From an optimization exercise on the open Yosys and OpenROAD flow, aimed at small area; shortcuts taken in it are not production practice.
Function was not checked in any run shown here: the RTL went through the layout flow alone.
Power figures rest on the tool's default switching activity, not on a simulated workload.

==> design/flow/design.v <==
module raster2d (
    input  wire        clk,
    input  wire        rst,
    input  wire        host_valid,
    output wire        host_ready,
    input  wire [4:0]  host_slot,
    input  wire [3:0]  host_be,
    input  wire [31:0] host_data,
    input  wire [15:0] cfg_base,
    input  wire [15:0] cfg_pitch,
    output wire        mem_req,
    output wire        mem_we,
    output wire [15:0] mem_addr,
    output wire [7:0]  mem_wdata,
    input  wire        mem_ready,
    input  wire [7:0]  mem_rdata,
    output wire        idle
);
    localparam S_IDLE = 5'd0;
    localparam S_MUL  = 5'd1;    
    localparam S_ADDB = 5'd2;    
    localparam S_ADDX = 5'd3;    
    localparam S_BIAS = 5'd4;    
    localparam S_CPY  = 5'd5;    
    localparam S_J0   = 5'd6;    
    localparam S_I0   = 5'd7;    
    localparam S_C1   = 5'd8;    
    localparam S_C2   = 5'd9;    
    localparam S_C3   = 5'd10;   
    localparam S_C4   = 5'd11;   
    localparam S_RS   = 5'd12;   
    localparam S_RDC  = 5'd13;   
    localparam S_RD   = 5'd14;   
    localparam S_WR   = 5'd15;   
    localparam S_XST  = 5'd16;   
    localparam S_INC  = 5'd17;   
    localparam S_E1   = 5'd18;   
    localparam S_E2   = 5'd19;   
    localparam S_XS   = 5'd20;   
    localparam S_DXS  = 5'd21;   
    localparam S_YS   = 5'd22;   
    localparam S_DYS  = 5'd23;   
    localparam S_XR   = 5'd24;   
    localparam S_RCY  = 5'd25;   
    localparam S_RDY  = 5'd26;   
    localparam S_RDR  = 5'd27;   
    localparam S_RSR  = 5'd28;   
    localparam S_RSW  = 5'd29;   
    localparam S_RJ   = 5'd30;   
    reg [4:0] state;
    reg [15:0] cur_x, cur_y, dest_x, dest_y, err_term, maj_cnt;
    reg        c_ypos, c_ymaj, c_xpos, c_radial;         
    reg [7:0]  bkgd_color, frgd_color, wrt_mask, rd_mask, color_cmp;
    reg [5:0]  bkgd_mix, frgd_mix;                       
    reg [11:0] rg0, rg1, rg2, rg3, rg4;
    reg [2:0]  ph;
    reg        clr;          
    reg        mix3;                                     
    reg        cmp_en, cmp_ne;
    reg [7:0]  mf_latch;
    reg [1:0]  ctype;        
    reg        tsel;         
    reg [3:0]  kcnt;
    reg [15:0] dr, sr;       
    reg [15:0] pi;           
    reg [11:0] pj;           
    reg [1:0]  eh;           
    reg        gef;          
    reg        clipf;
    reg [7:0]  sv;
    wire is_line = (ctype == 2'd0);
    wire is_bp   = ctype[1];
    wire is_patf = (ctype == 2'd3);
    wire nx      = ~c_xpos;
    wire   mfring     = host_slot == 5'd15 && host_be[1] && host_data[15:12] < 4'd5;
    assign host_ready = (state == S_IDLE) && !clr && !(mfring && host_data[14:12] != ph);
    assign idle       = (state == S_IDLE);
    wire   acc        = host_valid && host_ready;
    wire [2:0] dir = {c_ypos, c_ymaj, c_xpos};
    reg x_en, x_neg, y_en, y_neg;
    always @(*) begin
        if (c_radial) begin
            x_en  = (dir != 3'd2) && (dir != 3'd6);
            x_neg = (dir == 3'd3) || (dir == 3'd4) || (dir == 3'd5);
            y_en  = (dir != 3'd0) && (dir != 3'd4);
            y_neg = (dir == 3'd1) || (dir == 3'd2) || (dir == 3'd3);
        end else begin
            x_en  = !c_ymaj || gef;
            y_en  =  c_ymaj || gef;
            x_neg = !c_xpos;
            y_neg = !c_ypos;
        end
    end
    wire        use_d = is_bp && !tsel;           
    wire [15:0] yc    = use_d ? dest_y : cur_y;
    wire [15:0] xq    = is_bp ? dest_x : cur_x;   
    wire [15:0] yq    = is_bp ? dest_y : cur_y;   
    wire [2:0]  j3    = pj[2:0] + rg0[2:0];
    wire        wrap  = c_ypos ? (j3 == 3'd7) : (j3 == 3'd0);
    wire [2:0]  i3    = pi[2:0] + maj_cnt[2:0];
    wire [2:0]  off3  = (i3 ^ {3{nx}}) + {2'b00, nx};
    wire        offs  = nx && !is_line;
    reg  [15:0] a, b;
    reg         inv, cin;
    always @(*) begin
        a = 16'd0; b = 16'd0; inv = 1'b0; cin = 1'b0;
        case (state)
            S_IDLE: b = host_data[15:0];
            S_MUL:  begin
                a = (kcnt == 4'd15) ? 16'd0 : {dr[14:0], 1'b0};
                b = yc[kcnt] ? cfg_pitch : 16'd0;
            end
            S_ADDB: begin a = dr; b = cfg_base; end
            S_ADDX: begin a = dr; b = use_d ? dest_x : cur_x; end
            S_BIAS: begin a = dr; b = maj_cnt; inv = nx; cin = nx; end
            S_CPY:  a = dr;
            S_J0:   begin b = {4'd0, rg0}; inv = 1'b1; cin = 1'b1; end
            S_I0:   begin b = maj_cnt; inv = 1'b1; cin = !is_line; end
            S_C1:   begin a = xq; b = {4'd0, rg0}; inv = 1'b1; cin = 1'b1; end
            S_C2:   begin a = xq; b = {4'd0, rg0}; inv = 1'b1; end
            S_C3:   begin a = yq; b = {4'd0, rg0}; inv = 1'b1; cin = 1'b1; end
            S_C4:   begin a = yq; b = {4'd0, rg0}; inv = 1'b1; end
            S_RS:   begin
                a = sr;
                if (is_patf) b = {13'd0, off3};
                else begin b = pi; inv = nx; cin = nx; end
            end
            S_RDC, S_RD, S_WR: begin
                a = dr; b = is_line ? 16'd0 : pi; inv = offs; cin = offs;
            end
            S_XST:  begin a = xq; inv = nx; cin = c_xpos; end
            S_INC:  begin a = pi; cin = 1'b1; end
            S_E1:   begin a = err_term; b = dest_y; end
            S_E2:   begin a = err_term; b = maj_cnt; inv = 1'b1; cin = 1'b1; end
            S_XS:   begin a = cur_x; inv = x_en && x_neg; cin = x_en && !x_neg; end
            S_DXS:  begin a = dr;    inv = x_en && x_neg; cin = x_en && !x_neg; end
            S_YS:   begin a = cur_y; inv = y_en && y_neg; cin = y_en && !y_neg; end
            S_DYS:  begin
                a = dr; b = y_en ? cfg_pitch : 16'd0;
                inv = y_en && y_neg; cin = y_en && y_neg;
            end
            S_XR:   begin a = xq; b = maj_cnt; inv = c_xpos; cin = c_xpos; end
            S_RCY:  begin a = cur_y;  inv = !c_ypos; cin = c_ypos; end
            S_RDY:  begin a = dest_y; inv = !c_ypos; cin = c_ypos; end
            S_RDR:  begin a = dr; b = cfg_pitch; inv = !c_ypos; cin = !c_ypos; end
            S_RSR:  begin a = sr; b = cfg_pitch; inv = !c_ypos; cin = !c_ypos; end
            S_RSW:  begin
                a = sr; b = wrap ? {cfg_pitch[12:0], 3'b000} : 16'd0;
                inv = wrap && c_ypos; cin = wrap && c_ypos;
            end
            S_RJ:   begin a = {4'hF, pj}; cin = 1'b1; end
            default: ;
        endcase
    end
    wire [16:0] zs   = {1'b0, a} + {1'b0, b ^ {16{inv}}} + {16'd0, cin};
    wire [15:0] z    = zs[15:0];
    wire        cout = zs[16];
    wire [15:0] zr   = z & {16{~rst}};
    wire        ge    = eh[0] || (eh == 2'b00 && cout);
    wire [7:0] svv = is_bp ? sv : mem_rdata;
    wire [7:0] dv  = mem_rdata;
    wire       fg  = !mix3 || ((svv & rd_mask) != 8'd0);
    wire [5:0] mix = fg ? frgd_mix : bkgd_mix;
    wire [7:0] s_val = mix[5] ? svv : (mix[4] ? frgd_color : bkgd_color);
    reg  [3:0] tt;    
    always @(*) begin
        case (mix[3:0])
            4'd0:  tt = 4'b0101;    
            4'd1:  tt = 4'b0000;
            4'd2:  tt = 4'b1111;
            4'd3:  tt = 4'b1010;    
            4'd4:  tt = 4'b0011;    
            4'd5:  tt = 4'b0110;    
            4'd6:  tt = 4'b1001;
            4'd7:  tt = 4'b1100;    
            4'd8:  tt = 4'b0111;    
            4'd9:  tt = 4'b1011;    
            4'd10: tt = 4'b1101;    
            4'd11: tt = 4'b1110;    
            4'd12: tt = 4'b1000;    
            4'd13: tt = 4'b0100;    
            4'd14: tt = 4'b0010;    
            default: tt = 4'b0001;  
        endcase
    end
    reg [7:0] ropv;
    integer n;
    always @(*) begin
        for (n = 0; n < 8; n = n + 1)
            ropv[n] = tt[{s_val[n], dv[n]}];
    end
    wire [7:0] vv    = (ropv & wrt_mask) | (dv & ~wrt_mask);
    wire       cmpeq = ((s_val ^ color_cmp) & rd_mask) == 8'd0;
    wire       skip  = cmp_en && (cmpeq ^ cmp_ne);
    wire       do_wr = clipf && !skip;
    assign mem_req   = (state == S_RS) || (state == S_RDC) || (state == S_RD) ||
                       ((state == S_WR) && do_wr);
    assign mem_we    = (state == S_WR);
    assign mem_addr  = z;
    assign mem_wdata = vv;
    wire [4:0]  hs   = host_slot;
    wire [3:0]  be   = host_be;
    wire [31:0] hd   = host_data;
    wire [15:0] hdm  = hd[15:0] & {16{~rst}};
    wire [7:0]  mflo = be[0] ? hd[7:0] : mf_latch;
    wire [11:0] mfvm = {hd[11:8], mflo} & {12{~rst}};
    wire        l0   = acc && be[0];
    wire        l1   = acc && be[1];
    wire        mfc  = l1 && hs == 5'd15;
    wire [2:0]  ntype = hd[15:13];
    wire        go    = l1 && hs == 5'd6 && !hd[8] && maj_cnt != 16'd0 &&
                        (ntype == 3'd1 || ntype == 3'd2 || ntype == 3'd6 || ntype == 3'd7);
    always @(posedge clk) begin
        if (rst || (l0 && hs == 5'd5)) maj_cnt[7:0]  <= hdm[7:0];
        if (rst || (l1 && hs == 5'd5)) maj_cnt[15:8] <= hdm[15:8];
        if (rst || (l0 && hs == 5'd6)) begin
            c_ypos <= hdm[7]; c_ymaj <= hdm[6]; c_xpos <= hdm[5]; c_radial <= hdm[3];
        end
        if (rst || (l0 && hs == 5'd8))  bkgd_color <= hdm[7:0];
        if (rst || (l0 && hs == 5'd9))  frgd_color <= hdm[7:0];
        if (rst || (l0 && hs == 5'd10)) wrt_mask   <= hdm[7:0];
        if (rst || (l0 && hs == 5'd11)) rd_mask    <= hdm[7:0];
        if (rst || (l0 && hs == 5'd12)) color_cmp  <= hdm[7:0];
        if (rst || (l0 && hs == 5'd13)) bkgd_mix   <= {hdm[6:5], hdm[3:0]};
        if (rst || (l0 && hs == 5'd14)) frgd_mix   <= {hdm[6:5], hdm[3:0]};
        if (rst || (l0 && hs == 5'd15)) mf_latch   <= hdm[7:0];
        if (rst || (mfc && hd[15:12] == 4'hA)) mix3      <= mfvm[7] & mfvm[6];
        if (rst || (mfc && hd[15:12] == 4'hE)) begin cmp_en <= mfvm[8]; cmp_ne <= mfvm[7]; end
    end
    wire wx  = (state == S_XST || state == S_XR);
    wire ex  = (state == S_XS) || (wx && !is_bp);
    wire edx = wx && is_bp;
    wire ey  = (state == S_YS || state == S_RCY);
    wire edy = (state == S_RDY);
    wire ee  = (state == S_E1 || (state == S_E2 && ge));
    always @(posedge clk) begin
        if (rst || (l0 && hs == 5'd0) || ex)  cur_x[7:0]     <= zr[7:0];
        if (rst || (l1 && hs == 5'd0) || ex)  cur_x[15:8]    <= zr[15:8];
        if (rst || (l0 && hs == 5'd1) || ey)  cur_y[7:0]     <= zr[7:0];
        if (rst || (l1 && hs == 5'd1) || ey)  cur_y[15:8]    <= zr[15:8];
        if (rst || (l0 && hs == 5'd2) || edx) dest_x[7:0]    <= zr[7:0];
        if (rst || (l1 && hs == 5'd2) || edx) dest_x[15:8]   <= zr[15:8];
        if (rst || (l0 && hs == 5'd3) || edy) dest_y[7:0]    <= zr[7:0];
        if (rst || (l1 && hs == 5'd3) || edy) dest_y[15:8]   <= zr[15:8];
        if (rst || (l0 && hs == 5'd4) || ee)  err_term[7:0]  <= zr[7:0];
        if (rst || (l1 && hs == 5'd4) || ee)  err_term[15:8] <= zr[15:8];
    end
    always @(posedge clk) begin
        case (state)
            S_MUL, S_ADDB, S_ADDX, S_BIAS, S_DXS, S_DYS, S_RDR: dr <= z;
            S_CPY, S_RSR: sr <= z;
            S_RSW: if (ph == 3'd0) sr <= z;
            default: ;
        endcase
        if (state == S_I0 || state == S_INC) pi <= z;
        if (state == S_J0 || state == S_RJ) pj <= z[11:0];
        if (state == S_RDC) sv <= mem_rdata;
        if (state == S_C3) clipf <= cout;
        if (state == S_C2 || state == S_C4) clipf <= clipf && !cout;
        if (state == S_C1) clipf <= clipf && cout;
        if (state == S_E2) gef <= ge;
        if (acc) eh <= {err_term[15], 1'b0};
        if (state == S_E1) begin
            if (eh != 2'b11) begin
                case ({eh[1], cout, dest_y[15]})
                    3'b000: eh <= 2'b00;
                    3'b001: eh <= 2'b10;
                    3'b010: eh <= 2'b01;
                    3'b011: eh <= 2'b00;
                    3'b110: eh <= 2'b00;
                    default: eh <= 2'b10;
                endcase
            end
        end
        if (state == S_E2 && eh == 2'b01) eh <= cout ? 2'b11 : 2'b00;
    end
    always @(posedge clk) begin
        rg0 <= rg1; rg1 <= rg2; rg2 <= rg3; rg3 <= rg4;
        rg4 <= (mfc && mfring) ? mfvm : clr ? 12'd0 : rg0;
        if (rst) begin
            ph  <= 3'd0;
            clr <= 1'b1;
        end else begin
            ph  <= (ph == 3'd4) ? 3'd0 : ph + 3'd1;
            if (ph == 3'd4) clr <= 1'b0;
        end
    end
    always @(posedge clk) begin
        if (rst) kcnt <= 4'd15;
        else if (state == S_MUL) kcnt <= kcnt - 4'd1;
    end
    always @(posedge clk) begin
        if (rst) begin
            state <= S_IDLE;
        end else begin
            case (state)
                S_IDLE: if (go) begin
                    state <= S_MUL;
                    tsel  <= hd[14];                  
                    ctype <= (hd[15:13] == 3'd1) ? 2'd0 : (hd[15:13] == 3'd2) ? 2'd1 :
                             hd[14:13];
                end
                S_MUL:  if (kcnt == 4'd0) state <= S_ADDB;
                S_ADDB: state <= S_ADDX;
                S_ADDX: state <= is_line ? S_I0 : (tsel && is_patf) ? S_CPY : S_BIAS;
                S_BIAS: state <= tsel ? S_CPY : S_J0;
                S_CPY:  begin tsel <= 1'b0; state <= S_MUL; end
                S_J0:   if (ph == 3'd0) state <= (z[11:0] == 12'd0) ? S_IDLE : S_I0;
                S_I0:   state <= S_C3;
                S_C3:   if (ph == 3'd1) state <= S_C1;
                S_C1:   state <= S_C4;
                S_C4:   state <= S_C2;
                S_C2:   state <= is_bp ? S_RS : S_RD;
                S_RS:   if (mem_ready) state <= S_RDC;
                S_RDC:  state <= mem_ready ? S_WR : S_RD;
                S_RD:   if (mem_ready) state <= S_WR;
                S_WR:   if (do_wr && !mem_ready) state <= S_RD;
                        else if (!is_line) state <= S_XST;
                        else state <= c_radial ? S_XS : S_E1;
                S_XST:  state <= S_INC;
                S_E1:   state <= S_E2;
                S_E2:   state <= S_XS;
                S_XS:   state <= S_DXS;
                S_DXS:  state <= S_YS;
                S_YS:   state <= S_DYS;
                S_DYS:  state <= S_INC;
                S_INC:  if (cout) state <= is_line ? S_IDLE : S_XR;
                        else state <= S_C3;
                S_XR:   state <= S_RCY;
                S_RCY:  state <= is_bp ? S_RDY : S_RDR;
                S_RDY:  state <= S_RDR;
                S_RDR:  state <= is_bp ? S_RSR : S_RJ;
                S_RSR:  state <= is_patf ? S_RSW : S_RJ;
                S_RSW:  if (ph == 3'd0) state <= S_RJ;
                S_RJ:   state <= cout ? S_IDLE : S_I0;
                default: state <= S_IDLE;
            endcase
        end
    end
endmodule
==> design/flow/flow/run.sh <==
#!/bin/bash
# The standard layout (standard.sh), with three changes to how it is made:
# - the port buffers are the smallest buffer cell, sky130_fd_sc_hd__buf_1;
# - the buffers synthesis put on high-fanout nets are removed before global
#   placement (repair_design re-buffers what needs it);
# - clock tree synthesis uses sky130_fd_sc_hd__clkbuf_16 with sink clusters of up to 25 flops and
#   60 um, and inserts no dummy loads.
here=$(cd "$(dirname "$0")" && pwd)
export BUFFER_PORTS_ARGS="-buffer_cell sky130_fd_sc_hd__buf_1"
export PRE_GLOBAL_PLACE_TCL="$here/pre_gpl.tcl"
export CTS_ARGS="-sink_clustering_enable -repair_clock_nets -dont_use_dummy_load -buf_list sky130_fd_sc_hd__clkbuf_16 -sink_clustering_size 25 -sink_clustering_max_diameter 60"
bash standard.sh > standard.log 2>&1
==> design/flow/flow/pre_gpl.tcl <==
remove_buffers
==> design/flow/standard.sh <==
#!/bin/bash
# synth_recipe.tcl (not shown) runs the flow's synth.tcl, then flattens the netlist and writes it again
# the make line also repeats each setting of config.mk as NAME=value (left out here)
make -C /OpenROAD-flow-scripts/flow DESIGN_CONFIG=/design/flow/config.mk WORK_HOME=/design/flow/orfs CLKGATE_MAP_FILE= SYNTH_SCRIPT=/design/flow/synth_recipe.tcl "${@:-finish}"
==> design/flow/config.mk <==
export PLATFORM = sky130hd
export DESIGN_NAME = raster2d
export DESIGN_NICKNAME = raster2d
export VERILOG_FILES = /design/flow/design.v
export SDC_FILE = /design/flow/constraint.sdc
export NUM_CORES = 4
export LEC_CHECK = 0
export CAP_MARGIN = 20
export CORE_MARGIN = 2
export CORE_UTILIZATION = 60
export GPL_TIMING_DRIVEN = 0
export SLEW_MARGIN = 20
==> design/flow/constraint.sdc <==
create_clock -name core_clock -period 20.0 [get_ports {clk}]
set_input_delay 4.0000 -clock core_clock [delete_from_list [all_inputs] [get_ports {clk}]]
set_output_delay 4.0000 -clock core_clock [all_outputs]
set_load 0.01 [all_outputs]
==> results of run 1 <==
[synth_stat cells (31+ instances only)]
library cell	n
a21oi_1	59
a221oi_1	36
a22oi_1	31
clkbuf_1	55
dfxtp_1	75
edfxtp_1	236
inv_1	33
mux2i_1	61
nand2_1	141
nor2_1	114
nor2b_1	32
nor3_1	40
o21ai_0	78
[through the flow]
| step | power (W) | hold slack, ps | std cells |
|---|---|---|---|
| 2_1_floorplan | 0.002015 | 309.6 | 1396 |
| 3_3_place_gp | 0.002440 | 309.7 | 1755 |
| 3_5_place_dp | 0.002493 | 312.1 | 1790 |
| 4_1_cts | 0.002917 | 313.3 | 1815 |
| 5_1_grt | 0.003119 | 314.2 | 1815 |
| 6_report | 0.002967 | 312.9 | 1815 |
[area by class of cell]
cell class                 count  area, um^2  share of cell area
inverter                      34       127.6            0.007364
tap                          335       419.2             0.02419
timing repair buffer         129       755.7             0.04361
multi-input combinational    981        6809              0.3929
clock buffer                  25       625.6             0.03610
sequential                   311        8593              0.4958
[worst max path at each step]
| stage | startpoint | to | slack [ps] | cells after the start |
|---|---|---|---|---|
| floorplan | host_data[0] | mem_addr[10] | 9080 | 15 |
| global placement | ctype[1]$_SDFFCE_PN0P_ | mem_addr[10] | 6250 | 20 |
| detailed placement | host_data[0] | mem_addr[10] | 8210 | 17 |
| CTS | host_data[0] | mem_addr[10] | 8200 | 17 |
| global route | host_data[0] | mem_addr[10] | 7890 | 17 |
| finish | host_data[0] | mem_addr[10] | 8140 | 17 |
[routing by layer]
layer,GRT usage,vias up,share of wire
li1,-,5504,-
met1,0.5152,6003,0.41
met2,0.5334,777,0.43
met3,0.06269,122,0.11
met4,0.1528,2,0.047
met5,0,-,0.00016
[worst register-to-register path, stage by stage (launching register included)]
cell and delay, ps:
edfxtp_1 620, buf_8 220, inv_1 110, nor2_4 540
buf_16 250, mux4_2 590, mux4_2 500, mux2i_1 190
o21ai_2 250, a21oi_1 260, xnor2_1 170, fa_1 240
inv_1 80, fa_1 470, a21o_1 180, a21oi_1 290
o21ai_0 170, a21oi_1 310, o21ai_0 340, a41oi_2 690
o21bai_1 190, a211o_1 420, a21o_1 450
[power groups by stage]
stage               sequential (W)  combinational (W)  clock [W]
detailed placement         0.00117            0.00133          0
floorplan                  0.00111           0.000906          0
finish                     0.00116            0.00138   0.000426
global route               0.00117            0.00149   0.000450
global placement           0.00117            0.00127          0
CTS                        0.00115            0.00133   0.000428
[cells by family (layout without fill, tap and decap cells)]
logic type      count (synthesis)  after routing  share of synthesized area
compound gates                361            361                     0.1678
xor+xnor                       52             52                    0.02959
fa+ha+maj                      27             27                    0.02351
buf+inv                       104            188                    0.02615
flops                         311            311                     0.5489
mux                            84             84                    0.06301
simple gates                  457            457                     0.1411
==> flow_summary_export.csv, run 1 <==
group,metric,value,unit
clock_tree,cts_buffers,25,
synthesis,synth_top_area_frac,0.4529,
synthesis,syn-cell-area,15650,um^2
worst_setup_path,critPathTopFamily,"compound AO/OA/AOI/OAI gates",
placed_design,io_buffers,94,
final_layout,n_antenna_cell,0,
final_layout,layout_common_cells,"edfxtp_1, nand2_1, nor2_1",
routing,drtIter0Drc,1751,
global_routing,grt_pass1_vias,11450,
worst_setup_path,crit_chain,"buf_1, a221oi_1, nand4_1, a21oi_1, xnor2_1, fa_1, inv_1, fa_1, a21o_1, a21oi_1, o21ai_0, a211oi_1, nor2_1, or2_2, a211oi_1, nor2_1, buf_1",
power_and_ir_drop,p_int,0.001716,W
timing,worstMarginPinSlew,1154,ps
global_routing,antenna_found_initial,1,
timing,fmax,84.32,MHz
final_layout,layout_commonest_cell,"edfxtp_1",
flow_run,max_cap_violations,0,
synthesis,netlist_instances,1396,
placed_design,place_ws,8213,ps
synthesis,ys.flop_type,"edfxtp_1",
routing,via_per_inst,6.836,
clock_tree,ctsHoldBuffers,0,
worst_setup_path,worst-setup-path-type,"primary input to output pin",
timing,fin_crit,11860,ps
floorplan,core,25840,um^2
final_layout,area_growth,10.76,%
worst_setup_path,slowest_stage,"fa_1",
worst_setup_path,worst-path-buf-inv,3,
synthesis,yosysSeqAreaShare,0.5489,
timing,drv_slew,0,
synthesis,ys_warn_count,1,
final_layout,fin_util,0.6708,
final_layout,drive_gt1_frac,0.08649,
clock_tree,cts.path.max_buffers,3,
power_and_ir_drop,share_clk_of_total_power,0.144,
timing,setup_violations,0,
placed_design,hpwl,36.54,mm
clock_tree,cts_tree,"yes",
floorplan,initial_utilization,0.6056,
worst_hold_path,hold_end,"rg0[9]$_DFF_P_",
timing,fin_skew,92.83,ps
synthesis,synth_fp_nets,1508,
placed_design,placed_area,16690,um^2
timing,post-route-period-util,0.5930,
global_routing,grt_max_degree,39,
worst_setup_path,timing.rr.start,"ctype[1]$_SDFFCE_PN0P_",
routing,ant_nets,0,
worst_hold_path,hp-start,"rg1[9]$_DFF_P_",
worst_setup_path,reg2reg_to,"err_term[13]$_DFFE_PP_",
routing,drc_errors,0,
power_and_ir_drop,leakage,6.144,nW
worst_setup_path,cp.required,16000,ps
clock_tree,insertion_delay,570,ps
worst_setup_path,cp_max_fo,5,
worst_setup_path,r2r_setup_slack,12040,ps
synthesis,synthTopCellsByArea,"edfxtp_1, dfxtp_1, mux2i_1, nand2_1, nor2_1",
clock_tree,cts-root-buf,"clkbuf_16",
synthesis,synth_top_area_cell,"edfxtp_1",
routing,route.vias.total,12410,
worst_hold_path,hp-class,"flop to flop",
worst_setup_path,cp.arrival,7860,ps
timing,fin_setup_tns,0,ps
clock_tree,post-cts-setup-buffers,0,
synthesis,yosysUniqueCellTypes,76,
worst_setup_path,start_kind,"primary input",
power_and_ir_drop,p_sw,0.001252,W
floorplan,die_h,165.5,um
routing,firstDrtPassIters,7,
routing,routed_wl,48.70,mm
floorplan,pin_count,113,
status,outcome,"complete, no violations",
power_and_ir_drop,p_comb_frac,0.465,
clock_tree,cts_max_level,1,
global_routing,grt_usage,0.3568,
floorplan,core.rowCount,59,
routing,wl_per_cell,26.83,um
final_layout,nFillCells,2035,
synthesis,ys_ff_latch,311,
timing,slew_headroom,0.2276,
final_layout,nets,1594,
power_and_ir_drop,peakVddDrop,0.0001731,V
worst_setup_path,cp-end-kind,"output pin",
final_layout,final_cell_area,17330,um^2
worst_setup_path,ff2ff_path_depth,22,
synthesis,postSynth.asyncResetShare,0,
synthesis,avgSynthCellArea,11.21,um^2
timing,rsz0062_at_grt,"false",
global_routing,grt-ovfl-total,0,
global_routing,grt_pass1_wl,71.00,mm
synthesis,synth_edf_count,236,
clock_tree,clock_sinks,311,
power_and_ir_drop,seqPwrFrac,0.391,
power_and_ir_drop,swShare,0.4218,
floorplan,die_w,165.5,um
worst_setup_path,max_stage_delay,470,ps
power_and_ir_drop,power.density,171.2,nW/um^2
floorplan,die_area,27390,um^2
clock_tree,clk_pin_slew_worst_paths,90,ps
worst_hold_path,hold_depth,0,
clock_tree,cts_resized,0,
placed_design,gp_congestion,0.9978,
timing,hold_violations,0,
timing,layout_setup_ws,8140,ps
==> inputs of run 2 (changes only) <==
==> design/flow/flow/run.sh (replaced) <==
#!/bin/bash
# The standard layout (standard.sh), with three changes to how it is made:
# - the port buffers are the smallest buffer cell, sky130_fd_sc_hd__buf_1;
# - the buffers synthesis put on high-fanout nets are removed before global
#   placement (repair_design re-buffers what needs it);
# - clock tree synthesis uses sky130_fd_sc_hd__clkbuf_8 with sink clusters of up to 15 flops and
#   40 um, and inserts no dummy loads.
here=$(cd "$(dirname "$0")" && pwd)
export BUFFER_PORTS_ARGS="-buffer_cell sky130_fd_sc_hd__buf_1"
export PRE_GLOBAL_PLACE_TCL="$here/pre_gpl.tcl"
export CTS_ARGS="-sink_clustering_enable -repair_clock_nets -dont_use_dummy_load -buf_list sky130_fd_sc_hd__clkbuf_8 -sink_clustering_size 15 -sink_clustering_max_diameter 40"
bash standard.sh > standard.log 2>&1
==> flow_summary_export.csv, run 2 <==
group,metric,value,unit
synthesis,ys_ff_latch,311,
routing,via_per_inst,6.790,
final_layout,layout_common_cells,"edfxtp_1, nand2_1, nor2_1",
placed_design,placed_area,16690,um^2
timing,rsz0062_at_grt,"false",
worst_setup_path,cp-end-kind,"output pin",
timing,fin_skew,67.83,ps
placed_design,io_buffers,94,
final_layout,nets,1608,
power_and_ir_drop,p_int,0.001669,W
floorplan,pin_count,113,
floorplan,die_h,165.5,um
synthesis,yosysSeqAreaShare,0.5489,
routing,ant_nets,0,
power_and_ir_drop,leakage,6.117,nW
final_layout,drive_gt1_frac,0.09505,
power_and_ir_drop,swShare,0.4286,
timing,setup_violations,0,
worst_setup_path,crit_chain,"buf_1, nand2_1, o21ai_0, a221oi_1, nand3_1, a221oi_1, xor2_1, ha_1, o21a_1, o21a_1, nand3_1, a31oi_1, nor3_1, o31ai_1, a21o_1, a21oi_1, xnor2_1, buf_1",
power_and_ir_drop,p_sw,0.001252,W
timing,hold_violations,0,
worst_hold_path,hp-class,"flop to flop",
status,outcome,"complete, no violations",
synthesis,synth_top_area_cell,"edfxtp_1",
routing,wl_per_cell,26.56,um
timing,fin_setup_tns,0,ps
global_routing,grt-ovfl-total,0,
clock_tree,cts.path.max_buffers,3,
worst_setup_path,timing.rr.start,"ctype[1]$_SDFFCE_PN0P_",
power_and_ir_drop,peakVddDrop,0.0002101,V
final_layout,final_cell_area,17240,um^2
worst_setup_path,slowest_stage,"o31ai_1",
synthesis,avgSynthCellArea,11.21,um^2
clock_tree,post-cts-setup-buffers,0,
global_routing,antenna_found_initial,1,
floorplan,die_w,165.5,um
clock_tree,cts-root-buf,"clkbuf_8",
synthesis,syn-cell-area,15650,um^2
synthesis,postSynth.asyncResetShare,0,
clock_tree,cts_max_level,2,
synthesis,netlist_instances,1396,
clock_tree,clk_pin_slew_worst_paths,90,ps
clock_tree,cts_resized,0,
global_routing,grt_usage,0.3582,
worst_setup_path,startpoint,"host_data[5]",
floorplan,die_area,27390,um^2
clock_tree,cts_buffers,39,
clock_tree,insertion_delay,580,ps
synthesis,ys.flop_type,"edfxtp_1",
timing,post-route-period-util,0.5932,
worst_setup_path,cp_max_fo,5,
worst_setup_path,start_kind,"primary input",
power_and_ir_drop,power.density,169.4,nW/um^2
global_routing,grt_pass1_wl,71.02,mm
routing,drtIter0Drc,1790,
placed_design,hpwl,36.54,mm
synthesis,yosysUniqueCellTypes,76,
global_routing,grt_pass1_vias,11510,
final_layout,n_antenna_cell,0,
worst_setup_path,max_stage_delay,450,ps
placed_design,place_inst,1790,
synthesis,yosys.cell_count.top_type,"edfxtp_1",
placed_design,gp_congestion,0.9978,
synthesis,synth_fp_nets,1508,
flow_run,max_cap_violations,0,
power_and_ir_drop,p_comb_frac,0.473,
clock_tree,cts_tree,"yes",
synthesis,synthTopCellsByArea,"edfxtp_1, dfxtp_1, mux2i_1, nand2_1, nor2_1",
routing,firstDrtPassIters,9,
final_layout,area_growth,10.19,%
floorplan,core,25840,um^2
timing,timing.hold.ws,310.9,ps
power_and_ir_drop,total_power,0.002921,W
clock_tree,clock_sinks,311,
timing,drv_slew,0,
timing,worstMarginPinSlew,1173,ps
routing,routed_wl,48.58,mm
worst_setup_path,worst-setup-path-type,"primary input to output pin",
clock_tree,ctsHoldBuffers,0,
worst_setup_path,cp.arrival,7860,ps
timing,fin_crit,11860,ps
worst_hold_path,hp-start,"rg3[1]$_DFF_P_",
final_layout,stdcell_count,1829,
final_layout,layout_commonest_cell,"edfxtp_1",
global_routing,grt_max_degree,39,
synthesis,synth_edf_count,236,
power_and_ir_drop,seqPwrFrac,0.397,
synthesis,ys_warn_count,1,
synthesis,synth_top_area_frac,0.4529,
power_and_ir_drop,share_clk_of_total_power,0.130,
synthesis,ys_top_cells_by_count,"edfxtp_1, nand2_1, nor2_1",
worst_setup_path,cp.required,16000,ps
floorplan,initial_utilization,0.6056,
timing,slew_headroom,0.2149,
routing,route.vias.total,12420,
timing,fmax,84.28,MHz
floorplan,core.rowCount,59,
routing,drc_errors,0,
[run 2: cell counts after synthesis]
No cell type changed its count.
[run 2: kinds of logic (layout without fill, tap and decap cells)]
| logic type | count (synthesis) | after routing | share of synthesized area |
|---|---|---|---|
| compound gates | 361 | 361 | 0.1678 |
| fa+ha+maj | 27 | 27 | 0.02351 |
| flops | 311 | 311 | 0.5489 |
| mux | 84 | 84 | 0.06301 |
| simple gates | 457 | 457 | 0.1411 |
| buf+inv | 104 | 202 | 0.02615 |
| xor+xnor | 52 | 52 | 0.02959 |
[run 2: worst max-delay path: cells and delay by family]
family / cells / cell delay, ps
buffers and inverters: 2 / 340
XOR/XNOR: 2 / 570
adder cells (fa/ha/maj): 1 / 380
AND/OR/NAND/NOR: 4 / 530
AO/OA/AOI/OAI: 9 / 2020
[run 2: path summary, 6_finish.rpt]
check	endpoint	depth (start not counted)	slack (ps)
setup / recovery	mem_addr[15]	18	8140
hold / removal	rg2[1]$_DFF_P_	0	310
setup reg to reg	err_term[10]$_DFFE_PP_	22	12130
hold reg to reg	rg2[1]$_DFF_P_	0	310
[run 2: layer usage]
layer  GRT usage  routed length (um)
met3     0.07892                5360
met1      0.5072               19830
met2      0.5345               21180
met5           0                   0
met4      0.1540                2212
[run 2: cell type report]
cell class | instances | area, um^2
multi-input combinational | 981 | 6809
sequential | 311 | 8593
tap | 335 | 419.2
inverter | 34 | 127.6
clock buffer | 39 | 536.8
fill | 2042 | 8596
timing repair buffer | 129 | 755.7
[run 2: through the flow]
stage          setup slack, ps  utilization
2_1_floorplan             9079            -
3_3_place_gp              6248       0.6246
3_5_place_dp              8213       0.6461
4_1_cts                   8199       0.6669
5_1_grt                   7891       0.6673
6_report                  8135       0.6673
[run 2: power by group through the flow]
stage / clock network [W] / logic, W / registers (W)
4_1_cts: 0.000385 / 0.00133 / 0.00115
3_3_place_gp: 0 / 0.00127 / 0.00117
5_1_grt: 0.000404 / 0.00149 / 0.00117
2_1_floorplan: 0 / 0.000906 / 0.00111
3_5_place_dp: 0 / 0.00133 / 0.00117
6_report: 0.000380 / 0.00138 / 0.00116
==> inputs of run 3 (changes only) <==
==> design/flow/flow/run.sh (replaced) <==
#!/bin/bash
here=$(cd "$(dirname "$0")" && pwd)
export BUFFER_PORTS_ARGS="-buffer_cell sky130_fd_sc_hd__buf_1"
export CTS_ARGS="-sink_clustering_enable -repair_clock_nets -dont_use_dummy_load -buf_list sky130_fd_sc_hd__clkbuf_8 -sink_clustering_size 15 -sink_clustering_max_diameter 40"
bash standard.sh > standard.log 2>&1
==> design/flow/config.mk (replaced) <==
export PLATFORM = sky130hd
export DESIGN_NAME = raster2d
export DESIGN_NICKNAME = raster2d
export VERILOG_FILES = /design/flow/design.v
export SDC_FILE = /design/flow/constraint.sdc
export NUM_CORES = 4
export LEC_CHECK = 0
export CAP_MARGIN = 0
export CORE_MARGIN = 2
export CORE_UTILIZATION = 70
export GPL_TIMING_DRIVEN = 0
export SLEW_MARGIN = 0
removed: design/flow/flow/pre_gpl.tcl
==> flow_summary_export.csv, run 3 <==
group,metric,value,unit
status,outcome,"complete, no violations",
clock_tree,insertion_delay,570,ps
timing,post-route-period-util,0.6122,
clock_tree,post-cts-setup-buffers,0,
timing,fin_setup_tns,0,ps
worst_setup_path,worst-setup-path-type,"flop to output pin",
clock_tree,cts-root-buf,"clkbuf_8",
worst_hold_path,hp-class,"flop to flop",
timing,fin_skew,62.02,ps
power_and_ir_drop,leakage,6.030,nW
worst_setup_path,cp.arrival,8240,ps
flow_run,max_cap_violations,0,
global_routing,grt.met3_usage,0.1243,
final_layout,nets,1649,
floorplan,core,21890,um^2
final_layout,stdcell_count,1815,
clock_tree,cts_resized,0,
synthesis,yosysUniqueCellTypes,76,
final_layout,area_growth,8.788,%
final_layout,n_antenna_cell,0,
synthesis,synth_top_area_cell,"edfxtp_1",
final_layout,layout_commonest_cell,"edfxtp_1",
global_routing,grt_usage,0.4613,
global_routing,grt_max_degree,16,
placed_design,gp_congestion,1.029,
synthesis,ys.flop_type,"edfxtp_1",
synthesis,netlist_instances,1396,
floorplan,pin_count,113,
routing,firstDrtPassIters,8,
placed_design,hpwl,40.02,mm
global_routing,grt_pass1_wl,81.04,mm
routing,wl_per_cell,30.26,um
clock_tree,cts_max_level,2,
synthesis,yosysSeqAreaShare,0.5489,
worst_setup_path,start_kind,"flop",
synthesis,syn-cell-area,15650,um^2
timing,layout_setup_ws,7756,ps
synthesis,synth_top_area_frac,0.4529,
clock_tree,clk_pin_slew_worst_paths,80,ps
final_layout,drive_gt1_frac,0.06645,
timing,worstMarginPinSlew,1290,ps
synthesis,synth_edf_count,236,
final_layout,layout_common_cells,"edfxtp_1, nand2_1, nor2_1",
floorplan,die_w,153.5,um
timing,slew_headroom,0.1326,
timing,fmax,81.67,MHz
synthesis,synth_fp_nets,1508,
synthesis,ys_ff_latch,311,
global_routing,busiest_layer,"met2",
synthesis,ys_top_cells_by_count,"edfxtp_1, nand2_1, nor2_1",
power_and_ir_drop,peakVddDrop,0.0001819,V
synthesis,synthTopCellsByArea,"edfxtp_1, dfxtp_1, mux2i_1, nand2_1, nor2_1",
worst_setup_path,cp.required,16000,ps
routing,drc_errors,0,
routing,via_per_inst,7.574,
final_layout,nFillCells,1402,
placed_design,io_buffers,90,
synthesis,yosys.cell_count.top_type,"edfxtp_1",
floorplan,core.rowCount,54,
clock_tree,ctsHoldBuffers,0,
timing,rsz0062_at_grt,"false",
worst_setup_path,cp-end-kind,"output pin",
floorplan,die_h,153.5,um
clock_tree,clock_sinks,311,
floorplan,die_area,23570,um^2
clock_tree,cts_tree,"yes",
timing,drv_slew,0,
clock_tree,cts.path.max_buffers,3,
global_routing,antenna_found_initial,0,
global_routing,grt-ovfl-total,0,
synthesis,postSynth.asyncResetShare,0,
floorplan,initial_utilization,0.7148,
clock_tree,cts_buffers,38,
synthesis,avgSynthCellArea,11.21,um^2
placed_design,place_inst,1776,
timing,setup_violations,0,
global_routing,grt_pass1_vias,13540,
worst_setup_path,cp_max_fo,10,
global_routing,grt_util_met1,0.6071,
routing,drtIter0Drc,2651,
global_routing,grt_util_met2,0.6965,
routing,route.vias.total,13750,
routing,ant_nets,0,
timing,fin_crit,12240,ps
timing,hold_violations,0,
placed_design,place_ws,8205,ps
power_and_ir_drop,power.density,175.5,nW/um^2
synthesis,ys_warn_count,1,
routing,routed_wl,54.92,mm
-- run 3: cell types whose count changed in the layout (fill, tap and decap cells not counted), moves of 4 or more --
cell and delta:
o21ai_2 -4, buf_8 -5, buf_1 +6, nor2_1 +5
dfxtp_1 +4, dfxtp_2 -4, buf_6 -8, clkbuf_1 +55
nor2_2 -4
-- run 3: path summary, 6_finish.rpt --
| path | startpoint | endpoint | slack, ps | cells past startpoint |
|---|---|---|---|---|
| setup / recovery | ctype[1]$_SDFFCE_PN0P_ | mem_addr[14] | 7760 | 23 |
| hold reg to reg | rg3[4]$_DFF_P_ | rg2[4]$_DFF_P_ | 310 | 0 |
| hold / removal | rg3[4]$_DFF_P_ | rg2[4]$_DFF_P_ | 310 | 0 |
| setup reg to reg | ctype[1]$_SDFFCE_PN0P_ | err_term[15]$_DFFE_PP_ | 10880 | 24 |
-- run 3: routing by layer --
metal,share of wire,wire (um)
met5,0,0
met3,0.16,8957
met1,0.33,18060
met2,0.43,23620
met4,0.078,4278
-- run 3: per-stage QoR --
stage          hold WS, ps  utilization  total power [W]  cell area [um^2]
5_1_grt              306.0       0.7776         0.003076             17020
3_5_place_dp         312.1       0.7529         0.002518             16480
3_3_place_gp         309.6       0.7462         0.002448             16340
6_report             305.1       0.7776         0.002987             17020
2_1_floorplan        309.6            -         0.002015             15650
4_1_cts              307.4       0.7768         0.002897             17010
-- run 3: layout make-up --
type / instances / area [um^2] / area share
clock buffers: 38 / 523.0 / 0.03072
repair buffers: 101 / 447.9 / 0.02631
inverters: 34 / 127.6 / 0.007497
plain buffers: 70 / 281.5 / 0.01654
multi-input cells: 981 / 6704 / 0.3938
well taps: 280 / 350.3 / 0.02058
flip-flops and latches: 311 / 8588 / 0.5045
-- run 3: logic make-up (layout without fill, tap and decap cells) --
family / Yosys count / after routing / synth area share
XOR/XNOR: 52 / 52 / 0.02959
AO/OA/AOI/OAI: 361 / 361 / 0.1678
adder cells (fa/ha/maj): 27 / 27 / 0.02351
AND/OR/NAND/NOR: 457 / 457 / 0.1411
multiplexers: 84 / 84 / 0.06301
flip-flops: 311 / 311 / 0.5489
buffers and inverters: 104 / 243 / 0.02615
-- run 3: worst max-delay path, cell delays in order, from the launching register on --
cell and delay (ps):
edfxtp_1 360, buf_6 140, buf_2 330, inv_1 180, nor2_1 930, buf_2 540, mux4_2 620, mux4_2 490
mux2i_1 150, o21ai_1 250, buf_2 330, a21oi_1 240, xnor2_1 120, fa_1 470, inv_1 120, fa_1 230
a21o_1 130, a21oi_1 110, o21ai_0 300, a21oi_1 180, o21ai_0 600, nand2_1 210, xnor2_1 450, buf_1 210
-- run 3: report_power, final --
part | switching [W] | total (W) | internal (W)
registers | 0.0000918 | 0.00114 | 0.00105
clock network | 0.000216 | 0.000385 | 0.000169
logic | 0.00102 | 0.00146 | 0.000441
==> inputs of run 4 (changes only) <==
==> design/flow/flow/run.sh (replaced) <==
#!/bin/bash
here=$(cd "$(dirname "$0")" && pwd)
export BUFFER_PORTS_ARGS="-buffer_cell sky130_fd_sc_hd__buf_1"
export PRE_GLOBAL_PLACE_TCL="$here/pre_gpl.tcl"
export CTS_ARGS="-sink_clustering_enable -repair_clock_nets -dont_use_dummy_load -buf_list sky130_fd_sc_hd__clkbuf_4 -sink_clustering_size 8 -sink_clustering_max_diameter 25"
bash standard.sh > standard.log 2>&1
==> design/flow/flow/pre_gpl.tcl (new file) <==
remove_buffers
--- a/design/flow/config.mk
+++ b/design/flow/config.mk
@@ -7,6 +7,6 @@
 export LEC_CHECK = 0
 export CAP_MARGIN = 0
 export CORE_MARGIN = 2
-export CORE_UTILIZATION = 70
+export CORE_UTILIZATION = 60
 export GPL_TIMING_DRIVEN = 0
 export SLEW_MARGIN = 0
==> flow_summary_export.csv, run 4 <==
group,metric,value,unit
status,outcome,"complete, no violations",
final_layout,final_cell_area,17270,um^2
synthesis,ys_warn_count,1,
synthesis,muxShareOfSynthArea,0.06301,
flow_run,max_cap_violations,0,
synthesis,ys.flop_type,"edfxtp_1",
worst_setup_path,cp_max_fo,5,
timing,worstMarginPinSlew,1327,ps
clock_tree,ctsHoldBuffers,0,
power_and_ir_drop,leakage,6.189,nW
floorplan,core.rowCount,59,
clock_tree,clk_pin_slew_worst_paths,80,ps
synthesis,synthAdderAreaFrac,0.02351,
worst_setup_path,cp.arrival,7860,ps
clock_tree,cts_tree,"yes",
global_routing,grt_pass1_wl,72.40,mm
synthesis,synthTopCellsByArea,"edfxtp_1, dfxtp_1, mux2i_1, nand2_1, nor2_1",
final_layout,multiInputGateArea,6758,um^2
timing,drv_slew,0,
timing,fin_skew,123.0,ps
routing,drtIter0Drc,1845,
worst_setup_path,worst-setup-path-type,"primary input to output pin",
timing,fmax,84.33,MHz
worst_hold_path,hp-class,"flop to flop",
synthesis,synth_top_family_by_area,"compound AO/OA/AOI/OAI gates",
timing,fin_setup_tns,0,ps
floorplan,die_h,165.5,um
synthesis,syn-cell-area,15650,um^2
final_layout,layout_common_cells,"edfxtp_1, nand2_1, nor2_1",
final_layout,drive_gt1_frac,0.1123,
timing,slew_headroom,0.1095,
synthesis,synth_top_area_frac,0.4529,
placed_design,hpwl,36.13,mm
synthesis,netlist_instances,1396,
placed_design,io_buffers,94,
timing,rsz0062_at_grt,"false",
synthesis,ys_ff_latch,311,
timing,post-route-period-util,0.5929,
global_routing,grt_pass1_vias,11930,
global_routing,busiest_layer,"met2",
floorplan,initial_utilization,0.6056,
timing,fin_crit,11860,ps
clock_tree,insertion_delay,720,ps
clock_tree,post-cts-setup-buffers,0,
synthesis,yosysUniqueCellTypes,76,
routing,routed_wl,49.25,mm
final_layout,seq_area,8589,um^2
synthesis,synth_edf_count,236,
synthesis,avgSynthCellArea,11.21,um^2
global_routing,grt_util_met1,0.5204,
worst_setup_path,max_stage_delay,470,ps
clock_tree,cts.path.max_buffers,3,
synthesis,postSynth.asyncResetShare,0,
clock_tree,cts_resized,0,
clock_tree,clock_sinks,311,
global_routing,grt.met3_usage,0.06993,
synthesis,synth_fp_nets,1508,
synthesis,synth_top_area_cell,"edfxtp_1",
worst_setup_path,crit_chain,"buf_1, a221oi_1, nand4_1, a21oi_1, xnor2_1, fa_1, inv_1, fa_1, a21o_1, a21oi_1, o21ai_0, a211oi_1, nor2_1, or2_2, a211oi_1, nor2_1, buf_1",
worst_setup_path,cp-end-kind,"output pin",
power_and_ir_drop,peakVddDrop,0.0001982,V
routing,drc_errors,0,
final_layout,nets,1646,
routing,firstDrtPassIters,6,
power_and_ir_drop,power.density,169.8,nW/um^2
floorplan,pin_count,113,
timing,setup_violations,0,
synthesis,yosys.area_share.simple,0.1411,
synthesis,synth_compound_area_frac,0.1678,
global_routing,grt_max_degree,39,
synthesis,yosys.cell_count.top_type,"edfxtp_1",
timing,hold_violations,0,
worst_setup_path,cp.required,16000,ps
final_layout,area_growth,10.39,%
global_routing,grt_util_met2,0.5398,
worst_setup_path,slowest_stage,"fa_1",
floorplan,die_area,27390,um^2
placed_design,placed_area,16660,um^2
placed_design,gp_congestion,0.9978,
worst_setup_path,start_kind,"primary input",
routing,wl_per_cell,26.29,um
clock_tree,cts_max_level,3,
global_routing,grt-ovfl-total,0,
floorplan,die_w,165.5,um
routing,via_per_inst,6.825,
global_routing,antenna_found_initial,1,
floorplan,core,25840,um^2
synthesis,yosysSeqAreaShare,0.5489,
final_layout,layout_commonest_cell,"edfxtp_1",
clock_tree,cts_buffers,80,
synthesis,ys_top_cells_by_count,"edfxtp_1, nand2_1, nor2_1",
clock_tree,cts-root-buf,"clkbuf_4",
routing,route.vias.total,12780,
synthesis,synth-xor-area-share,0.02959,
final_layout,nFillCells,2071,
routing,ant_nets,0,
global_routing,grt_usage,0.3636,
[run 4: cell counts after synthesis]
Identical to the previous run, type by type.
[run 4: worst max-delay path, delay by kind of cell]
kind,cells,cell delay [ps]
adder cells (fa/ha/maj),2,700
XOR/XNOR,1,170
AO/OA/AOI/OAI,7,1780
AND/OR/NAND/NOR,4,810
buffers and inverters,3,400
[run 4: path summary, 6_finish.rpt]
kind,end,slack (ps),cells after the start,startpoint
worst max register to register,err_term[15]$_DFFE_PP_,11500,22,ctype[1]$_SDFFCE_PN0P_
worst min register to register,rg2[1]$_DFF_P_,280,0,rg3[1]$_DFF_P_
worst min-delay path,rg2[1]$_DFF_P_,280,0,rg3[1]$_DFF_P_
worst max-delay path,mem_addr[10],8140,17,host_data[0]
[run 4: report_power, final]
part | leakage, nW | internal (W) | switching, W
sequential | 2.94 | 0.00105 | 0.000112
clock | 0.368 | 0.000180 | 0.000222
combinational | 2.88 | 0.000442 | 0.000926
[run 4: layout make-up]
type / instances / area share
Sequential cell: 311 / 0.4973
Multi-Input combinational cell: 981 / 0.3912
Timing Repair Buffer: 126 / 0.04419
Clock buffer: 80 / 0.03477
Tap cell: 335 / 0.02427
Inverter: 34 / 0.007389
Antenna cell: 6 / 0.0008693
[run 4: layer usage]
metal  routed length, um  share of wire
met1               19760           0.40
met2               21250           0.43
met3                5926           0.12
met4                2308          0.047
met5                   0              0
[run 4: stage by stage]
step                      hold slack, ps  setup slack, ps  power (W)    util  instances
after floorplan                    309.6             9079   0.002015       -       1396
after global placement             309.7             6248   0.002440  0.6246       1755
after detailed placement           312.1             8234   0.002488  0.6447       1787
after CTS                          274.4             8215   0.002890  0.6679       1867
after global routing               273.3             7760   0.003084  0.6684       1872
final                              282.6             8142   0.002933  0.6685       1873
[run 4: kinds of logic after synthesis]
kind of cell | Yosys count
fa+ha+maj | 27
buf+inv | 104
flops | 311
compound gates | 361
mux | 84
xor+xnor | 52
simple gates | 457
==> inputs of run 5 (changes only) <==
--- a/design/flow/design.v
+++ b/design/flow/design.v
@@ -91,10 +91,9 @@
             y_neg = !c_ypos;
         end
     end
-    wire        use_d = is_bp && !tsel;           
-    wire [15:0] yc    = use_d ? dest_y : cur_y;
-    wire [15:0] xq    = is_bp ? dest_x : cur_x;   
-    wire [15:0] yq    = is_bp ? dest_y : cur_y;   
+    wire        use_d = (state != S_RCY) && (is_bp ^ (tsel || state == S_E1));
+    wire [15:0] xq    = use_d ? dest_x : cur_x;
+    wire [15:0] yq    = use_d ? dest_y : cur_y;
     wire [2:0]  j3    = pj[2:0] + rg0[2:0];
     wire        wrap  = c_ypos ? (j3 == 3'd7) : (j3 == 3'd0);
     wire [2:0]  i3    = pi[2:0] + maj_cnt[2:0];
@@ -108,10 +107,10 @@
             S_IDLE: b = host_data[15:0];
             S_MUL:  begin
                 a = (kcnt == 4'd15) ? 16'd0 : {dr[14:0], 1'b0};
-                b = yc[kcnt] ? cfg_pitch : 16'd0;
+                b = yq[kcnt] ? cfg_pitch : 16'd0;
             end
             S_ADDB: begin a = dr; b = cfg_base; end
-            S_ADDX: begin a = dr; b = use_d ? dest_x : cur_x; end
+            S_ADDX: begin a = dr; b = xq; end
             S_BIAS: begin a = dr; b = maj_cnt; inv = nx; cin = nx; end
             S_CPY:  a = dr;
             S_J0:   begin b = {4'd0, rg0}; inv = 1'b1; cin = 1'b1; end
@@ -130,18 +129,18 @@
             end
             S_XST:  begin a = xq; inv = nx; cin = c_xpos; end
             S_INC:  begin a = pi; cin = 1'b1; end
-            S_E1:   begin a = err_term; b = dest_y; end
+            S_E1:   begin a = err_term; b = yq; end
             S_E2:   begin a = err_term; b = maj_cnt; inv = 1'b1; cin = 1'b1; end
-            S_XS:   begin a = cur_x; inv = x_en && x_neg; cin = x_en && !x_neg; end
+            S_XS:   begin a = xq; inv = x_en && x_neg; cin = x_en && !x_neg; end
             S_DXS:  begin a = dr;    inv = x_en && x_neg; cin = x_en && !x_neg; end
-            S_YS:   begin a = cur_y; inv = y_en && y_neg; cin = y_en && !y_neg; end
+            S_YS:   begin a = yq; inv = y_en && y_neg; cin = y_en && !y_neg; end
             S_DYS:  begin
                 a = dr; b = y_en ? cfg_pitch : 16'd0;
                 inv = y_en && y_neg; cin = y_en && y_neg;
             end
             S_XR:   begin a = xq; b = maj_cnt; inv = c_xpos; cin = c_xpos; end
-            S_RCY:  begin a = cur_y;  inv = !c_ypos; cin = c_ypos; end
-            S_RDY:  begin a = dest_y; inv = !c_ypos; cin = c_ypos; end
+            S_RCY:  begin a = yq;  inv = !c_ypos; cin = c_ypos; end
+            S_RDY:  begin a = yq; inv = !c_ypos; cin = c_ypos; end
             S_RDR:  begin a = dr; b = cfg_pitch; inv = !c_ypos; cin = !c_ypos; end
             S_RSR:  begin a = sr; b = cfg_pitch; inv = !c_ypos; cin = !c_ypos; end
             S_RSW:  begin
==> design/flow/flow/run.sh (replaced) <==
#!/bin/bash
export BUFFER_PORTS_ARGS="-buffer_cell sky130_fd_sc_hd__buf_1"
export CTS_ARGS="-sink_clustering_enable -repair_clock_nets -dont_use_dummy_load -buf_list sky130_fd_sc_hd__clkbuf_8 -sink_clustering_size 20 -sink_clustering_max_diameter 60"
bash standard.sh > standard.log 2>&1
--- a/design/flow/config.mk
+++ b/design/flow/config.mk
@@ -7,6 +7,6 @@
 export LEC_CHECK = 0
 export CAP_MARGIN = 0
 export CORE_MARGIN = 2
-export CORE_UTILIZATION = 60
+export CORE_UTILIZATION = 65
 export GPL_TIMING_DRIVEN = 0
 export SLEW_MARGIN = 0
removed: design/flow/flow/pre_gpl.tcl
==> flow_summary_export.csv, run 5 <==
group,metric,value,unit
final_layout,nets,1587,
floorplan,pin_count,113,
placed_design,gp_congestion,1.037,
worst_setup_path,cp-end-kind,"output pin",
status,outcome,"complete, no violations",
synthesis,synth_top_area_cell,"edfxtp_1",
final_layout,area_growth,7.909,%
routing,routed_wl,47.69,mm
power_and_ir_drop,power.density,123.6,nW/um^2
timing,slew_headroom,0.09062,
synthesis,synthTopCellsByArea,"edfxtp_1, dfxtp_1, mux2i_1, nand2_1, a21oi_1",
clock_tree,cts_resized,0,
worst_setup_path,crit_chain,"buf_1, a222oi_1, nand2_1, a221oi_1, o221ai_1, a21oi_1, xor2_1, fa_1, inv_1, fa_1, a21o_1, a21oi_1, o21bai_1, a41o_1, a211oi_1, o21ai_0, xor2_1, buf_1",
synthesis,ys.flop_type,"edfxtp_1",
final_layout,stdcell_count,1792,
clock_tree,ctsHoldBuffers,0,
global_routing,grt_pass1_vias,11730,
worst_setup_path,max_stage_delay,480,ps
timing,hold_violations,0,
timing,setup_violations,0,
worst_hold_path,hold_depth,0,
floorplan,die_area,24780,um^2
clock_tree,post-cts-setup-buffers,0,
clock_tree,clock_sinks,311,
synthesis,yosysUniqueCellTypes,77,
placed_design,place_ws,7719,ps
timing,layout_setup_ws,7566,ps
final_layout,nFillCells,1734,
clock_tree,clk_pin_slew_worst_paths,110,ps
synthesis,synth_fp_nets,1456,
routing,ant_nets,0,
synthesis,yosys.cell_count.top_type,"edfxtp_1",
timing,drv_slew,0,
worst_hold_path,hp-start,"rg3[3]$_DFF_P_",
placed_design,hpwl,35.44,mm
synthesis,ys_top_cells_by_count,"edfxtp_1, nand2_1, nor2_1",
final_layout,final_cell_area,16510,um^2
clock_tree,cts-root-buf,"clkbuf_8",
worst_setup_path,path_depth,18,
timing,fmax,80.42,MHz
power_and_ir_drop,peakVddDrop,0.0001134,V
flow_run,max_cap_violations,0,
worst_setup_path,critPathTopFamily,"compound AO/OA/AOI/OAI gates",
synthesis,synth_top_area_frac,0.4633,
global_routing,antenna_found_initial,0,
final_layout,layout_common_cells,"edfxtp_1, nand2_1, buf_1",
worst_setup_path,worst-path-buf-inv,3,
routing,route.vias.total,12540,
synthesis,ys_warn_count,1,
worst_setup_path,timing.rr.start,"state[4]$_SDFFE_PP0P_",
routing,drtIter0Drc,2287,
placed_design,placed_area,16170,um^2
synthesis,synth_edf_count,236,
clock_tree,cts_tree,"yes",
synthesis,ys_ff_latch,311,
synthesis,syn-cell-area,15300,um^2
timing,fin_skew,127.5,ps
timing,post-route-period-util,0.6217,
routing,firstDrtPassIters,7,
floorplan,die_h,157.4,um
worst_setup_path,cp.required,16000,ps
clock_tree,cts.path.max_buffers,3,
global_routing,grt_pass1_wl,70.02,mm
synthesis,avgSynthCellArea,11.38,um^2
timing,rsz0062_at_grt,"false",
worst_setup_path,r2r_setup_slack,11710,ps
synthesis,yosysSeqAreaShare,0.5614,
worst_setup_path,slowest_stage,"a211oi_1",
worst_hold_path,hp-class,"flop to flop",
worst_setup_path,start_kind,"primary input",
worst_setup_path,worst-setup-path-type,"primary input to output pin",
floorplan,die_w,157.4,um
worst_setup_path,reg2reg_to,"err_term[8]$_DFFE_PP_",
floorplan,initial_utilization,0.6576,
worst_setup_path,cp.arrival,8430,ps
timing,fin_setup_tns,0,ps
routing,drc_errors,0,
global_routing,grt-ovfl-total,0,
placed_design,place_inst,1767,
worst_hold_path,hold_end,"rg2[3]$_DFF_P_",
synthesis,netlist_instances,1344,
final_layout,layout_commonest_cell,"edfxtp_1",
worst_setup_path,cp_max_fo,5,
timing,worstMarginPinSlew,1353,ps
worst_setup_path,ff2ff_path_depth,25,
power_and_ir_drop,leakage,5.841,nW
global_routing,grt_usage,0.3842,
synthesis,postSynth.asyncResetShare,0,
routing,wl_per_cell,26.61,um
routing,via_per_inst,6.997,
placed_design,io_buffers,93,
clock_tree,cts_max_level,1,
clock_tree,insertion_delay,630,ps
final_layout,n_antenna_cell,0,
floorplan,core.rowCount,56,
timing,fin_crit,12430,ps
final_layout,drive_gt1_frac,0.04956,
clock_tree,cts_buffers,24,
global_routing,grt_max_degree,21,
floorplan,core,23260,um^2
[run 5: cell types whose count changed in the layout (fill, tap and decap cells not counted), moves of 18 or more]
cell      change
a221oi_1     -19
clkbuf_4     -80
xor2_1       -19
nor2_1       -18
nand4_1      -18
clkbuf_8     +24
clkbuf_1     +56
o221ai_1     +29
o21ai_0      -23
[run 5: area by class of cell]
| cell class | instances | area [um^2] | share of cell area |
|---|---|---|---|
| buffer | 71 | 300.3 | 0.01819 |
| clock buffer | 24 | 330.3 | 0.02001 |
| inverter | 32 | 120.1 | 0.007277 |
| multi-input combinational | 930 | 6307 | 0.3821 |
| sequential | 311 | 8588 | 0.5203 |
| tap | 319 | 399.1 | 0.02418 |
| timing repair buffer | 105 | 461.7 | 0.02797 |
[run 5: worst max-delay path by stage]
stage                       from           end
floorplan           host_data[0]  mem_addr[12]
global placement    host_data[0]  mem_addr[12]
detailed placement  host_data[0]  mem_addr[12]
CTS                 host_data[0]  mem_addr[12]
global route        host_data[0]  mem_addr[15]
finish              host_data[0]  mem_addr[12]
[run 5: report_power, final]
| part | leakage, nW | internal (W) | total, W | switching (W) |
|---|---|---|---|---|
| Clock | 0.173 | 0.000107 | 0.000299 | 0.000192 |
| Combinational | 2.73 | 0.000253 | 0.000791 | 0.000538 |
| Sequential | 2.94 | 0.000905 | 0.000951 | 0.0000452 |
[run 5: metal layers]
metal	part of all wire	global-route usage
met2	0.42	0.5598
met1	0.38	0.5481
met5	0	0
met4	0.053	0.1597
met3	0.14	0.1021
[run 5: worst register-to-register path, cell delays in order (launching register included)]
cell,delay (ps)
dfxtp_1,420
nor2b_1,490
nand2_1,250
o211ai_1,1020
buf_4,440
mux2i_1,240
mux4_2,530
mux2i_1,200
nand2_1,90
a21oi_2,360
a21oi_1,140
xor2_1,200
fa_1,250
inv_1,70
fa_1,470
a21o_1,180
a21oi_1,250
o21bai_1,150
a41o_1,340
a211oi_1,490
a21oi_1,130
o21ai_0,150
nor2b_1,210
o21bai_1,170
a211o_1,360
a21o_1,360
[run 5: cell families after synthesis]
kind of cell,share of synthesized area
compound gates,0.1735
xor+xnor,0.02748
fa+ha+maj,0.02405
buf+inv,0.02748
flops,0.5614
mux,0.05783
simple gates,0.1283
[run 5: stage by stage]
stage               utilization  hold slack (ps)  total power, W
CTS                      0.7094            319.4        0.002012
global placement         0.6898            309.5        0.001703
floorplan                     -            309.6        0.001461
detailed placement       0.6952            312.1        0.001722
finish                   0.7096            317.3        0.002041
global route             0.7096            318.8        0.002124
==> inputs of run 6 (changes only) <==
--- a/design/flow/design.v
+++ b/design/flow/design.v
@@ -99,6 +99,7 @@
     wire [2:0]  i3    = pi[2:0] + maj_cnt[2:0];
     wire [2:0]  off3  = (i3 ^ {3{nx}}) + {2'b00, nx};
     wire        offs  = nx && !is_line;
+    wire        cge   = !ph[2] && ph[1:0] != 2'd3;      
     reg  [15:0] a, b;
     reg         inv, cin;
     always @(*) begin
@@ -115,10 +116,7 @@
             S_CPY:  a = dr;
             S_J0:   begin b = {4'd0, rg0}; inv = 1'b1; cin = 1'b1; end
             S_I0:   begin b = maj_cnt; inv = 1'b1; cin = !is_line; end
-            S_C1:   begin a = xq; b = {4'd0, rg0}; inv = 1'b1; cin = 1'b1; end
-            S_C2:   begin a = xq; b = {4'd0, rg0}; inv = 1'b1; end
-            S_C3:   begin a = yq; b = {4'd0, rg0}; inv = 1'b1; cin = 1'b1; end
-            S_C4:   begin a = yq; b = {4'd0, rg0}; inv = 1'b1; end
+            S_C1:   begin a = ph[0] ? yq : xq; b = {4'd0, rg0}; inv = 1'b1; cin = cge; end
             S_RS:   begin
                 a = sr;
                 if (is_patf) b = {13'd0, off3};
@@ -254,9 +252,7 @@
         if (state == S_I0 || state == S_INC) pi <= z;
         if (state == S_J0 || state == S_RJ) pj <= z[11:0];
         if (state == S_RDC) sv <= mem_rdata;
-        if (state == S_C3) clipf <= cout;
-        if (state == S_C2 || state == S_C4) clipf <= clipf && !cout;
-        if (state == S_C1) clipf <= clipf && cout;
+        if (state == S_C1) clipf <= (clipf || ph == 3'd1) && !(cout ^ cge);
         if (state == S_E2) gef <= ge;
         if (acc) eh <= {err_term[15], 1'b0};
         if (state == S_E1) begin
@@ -306,10 +302,8 @@
                 S_CPY:  begin tsel <= 1'b0; state <= S_MUL; end
                 S_J0:   if (ph == 3'd0) state <= (z[11:0] == 12'd0) ? S_IDLE : S_I0;
                 S_I0:   state <= S_C3;
-                S_C3:   if (ph == 3'd1) state <= S_C1;
-                S_C1:   state <= S_C4;
-                S_C4:   state <= S_C2;
-                S_C2:   state <= is_bp ? S_RS : S_RD;
+                S_C3:   if (ph == 3'd0) state <= S_C1;    
+                S_C1:   if (ph == 3'd4) state <= is_bp ? S_RS : S_RD;
                 S_RS:   if (mem_ready) state <= S_RDC;
                 S_RDC:  state <= mem_ready ? S_WR : S_RD;
                 S_RD:   if (mem_ready) state <= S_WR;
==> design/flow/flow/run.sh (replaced) <==
#!/bin/bash
export BUFFER_PORTS_ARGS="-buffer_cell sky130_fd_sc_hd__buf_1"
export CTS_ARGS="-sink_clustering_enable -repair_clock_nets -dont_use_dummy_load -buf_list sky130_fd_sc_hd__clkbuf_8 -sink_clustering_size 18 -sink_clustering_max_diameter 50"
bash standard.sh > standard.log 2>&1
==> flow_summary_export.csv, run 6 <==
group,metric,value,unit
status,outcome,"complete, no violations",
clock_tree,clock_sinks,311,
flow_run,max_cap_violations,0,
routing,drtIter0Drc,2422,
timing,fin_crit,12490,ps
routing,ant_nets,0,
placed_design,io_buffers,90,
power_and_ir_drop,power.density,109.0,nW/um^2
timing,drv_slew,0,
power_and_ir_drop,peakVddDrop,0.0001090,V
routing,via_per_inst,7.035,
synthesis,synthTopCellsByArea,"edfxtp_1, dfxtp_1, mux2i_1, nand2_1, a21oi_1",
timing,post-route-period-util,0.6247,
global_routing,grt_usage,0.3841,
synthesis,avgSynthCellArea,11.50,um^2
synthesis,yosysSeqAreaShare,0.5654,
routing,wl_per_cell,26.65,um
global_routing,antenna_found_initial,2,
power_and_ir_drop,share_clk_of_total_power,0.183,
final_layout,drive_gt1_frac,0.06538,
clock_tree,cts_resized,0,
worst_setup_path,cp.required,16000,ps
synthesis,synth_edf_count,236,
power_and_ir_drop,p_comb_frac,0.310,
routing,routed_wl,47.09,mm
timing,hold_violations,0,
clock_tree,cts_tree,"yes",
synthesis,synth_fp_nets,1434,
routing,firstDrtPassIters,10,
global_routing,grt-ovfl-total,0,
routing,drc_errors,0,
synthesis,ys_top_cells_by_count,"edfxtp_1, nand2_1, nor2_1",
power_and_ir_drop,p_sw,0.0006214,W
floorplan,pin_count,113,
floorplan,die_w,156.9,um
final_layout,area_growth,8.542,%
synthesis,yosysUniqueCellTypes,83,
power_and_ir_drop,p_int,0.001176,W
timing,rsz0062_at_grt,"false",
clock_tree,clk_pin_slew_worst_paths,90,ps
worst_hold_path,hp-start,"rg3[5]$_DFF_P_",
final_layout,multiInputGateArea,6216,um^2
placed_design,gp_congestion,1.012,
synthesis,yosys.cell_count.top_type,"edfxtp_1",
timing,layout_setup_ws,7506,ps
placed_design,hpwl,34.93,mm
clock_tree,insertion_delay,620,ps
final_layout,layout_common_cells,"edfxtp_1, nand2_1, buf_1",
synthesis,ys.flop_type,"edfxtp_1",
global_routing,grt_pass1_vias,11740,
synthesis,postSynth.asyncResetShare,0,
floorplan,core.rowCount,55,
final_layout,nets,1568,
synthesis,synth_top_area_frac,0.4666,
synthesis,netlist_instances,1321,
worst_hold_path,hp-class,"flop to flop",
clock_tree,cts.path.max_buffers,3,
final_layout,nFillCells,1622,
global_routing,grt_pass1_wl,69.79,mm
floorplan,die_area,24610,um^2
floorplan,die_h,156.9,um
final_layout,seq_area,8588,um^2
clock_tree,cts_max_level,1,
timing,worstMarginPinSlew,1356,ps
synthesis,ys_warn_count,1,
timing,fin_setup_tns,0,ps
worst_setup_path,timing.rr.start,"state[1]$_SDFFE_PP0P_",
clock_tree,cts-root-buf,"clkbuf_8",
worst_setup_path,start_kind,"primary input",
timing,slew_headroom,0.09403,
clock_tree,post-cts-setup-buffers,0,
[run 6: cell types whose count changed after synthesis, moves of 6 or more]
| cell | change |
|---|---|
| a21o_1 | +16 |
| a21oi_1 | +6 |
| a221oi_1 | -7 |
| and2_1 | -8 |
| mux2i_1 | -10 |
| nand3_1 | -14 |
| nand3b_1 | -11 |
| o31ai_1 | -6 |
| xnor2_1 | -12 |
| xor2_1 | +22 |
[run 6: path summary, 6_finish.rpt]
check / end / slack (ps) / cells after the start
max: mem_addr[12] / 7510 / 19
min: rg2[5]$_DFF_P_ / 290 / 0
max reg2reg: err_term[15]$_DFFE_PP_ / 11290 / 27
min reg2reg: rg2[5]$_DFF_P_ / 290 / 0
[run 6: area by class of cell]
type                    instances  area share
plain buffers                  68     0.01730
clock buffers                  30     0.02504
well taps                     313     0.02375
flip-flops and latches        311      0.5209
inverters                      38    0.008651
repair buffers                102     0.02717
diodes                          1   0.0001518
multi-input cells             904      0.3770
[run 6: kinds of logic after synthesis]
kind of cell / synth area share
muxes: 0.05280
adders and majority gates: 0.02504
and+or+nand+nor: 0.1107
buffers and inverters: 0.02817
AOI/OAI and AO/OA: 0.1834
xor gates and xnor gates: 0.03451
DFF: 0.5654
[run 6: critical path, cell delays in order]
cell and delay (ps):
buf_1 140, a222oi_1 340, nand2_1 110, a21oi_1 250, o221ai_1 170, a21oi_1 180
xnor2_1 190, fa_1 240, inv_1 70, fa_1 460, a21o_1 180, a21oi_1 250
o21bai_1 140, a211o_1 390, a2111o_1 420, a31o_2 260, a21oi_1 170, xnor2_1 320
buf_1 230
[run 6: power by group through the flow]
stage | Combinational [W] | Clock (W) | Sequential, W
global placement | 0.000521 | 0 | 0.000918
floorplan | 0.000357 | 0 | 0.000904
CTS | 0.000538 | 0.000327 | 0.000911
detailed placement | 0.000534 | 0 | 0.000923
finish | 0.000556 | 0.000329 | 0.000912
global route | 0.000597 | 0.000346 | 0.000924
[run 6: through the flow]
stage	hold WS [ps]	power (W)	std cells	util	cell area (um^2)
5_1_grt	296.1	0.001867	1767	0.7238	16490
6_report	289.3	0.001798	1767	0.7238	16490
3_3_place_gp	310.1	0.001439	1724	0.6989	15920
3_5_place_dp	312.1	0.001457	1735	0.7051	16060
4_1_cts	291.8	0.001776	1765	0.7233	16470
2_1_floorplan	309.6	0.001261	1321	-	15190
[run 6: per-layer routing]
metal | track usage | vias up | share of wire
li1 | - | 5332 | -
met1 | 0.5644 | 5946 | 0.39
met2 | 0.5664 | 986 | 0.43
met3 | 0.08086 | 164 | 0.14
met4 | 0.1433 | 2 | 0.042
met5 | 0 | - | 0.00023

Check on run 6: ideal ports give 7.506 ns setup slack; a clkbuf_16 on the clock port and buf_2 on the inputs give 7.485 ns; moving port delays by the midpoint clock arrival (0.627 ns) as well gives 7.485 ns.
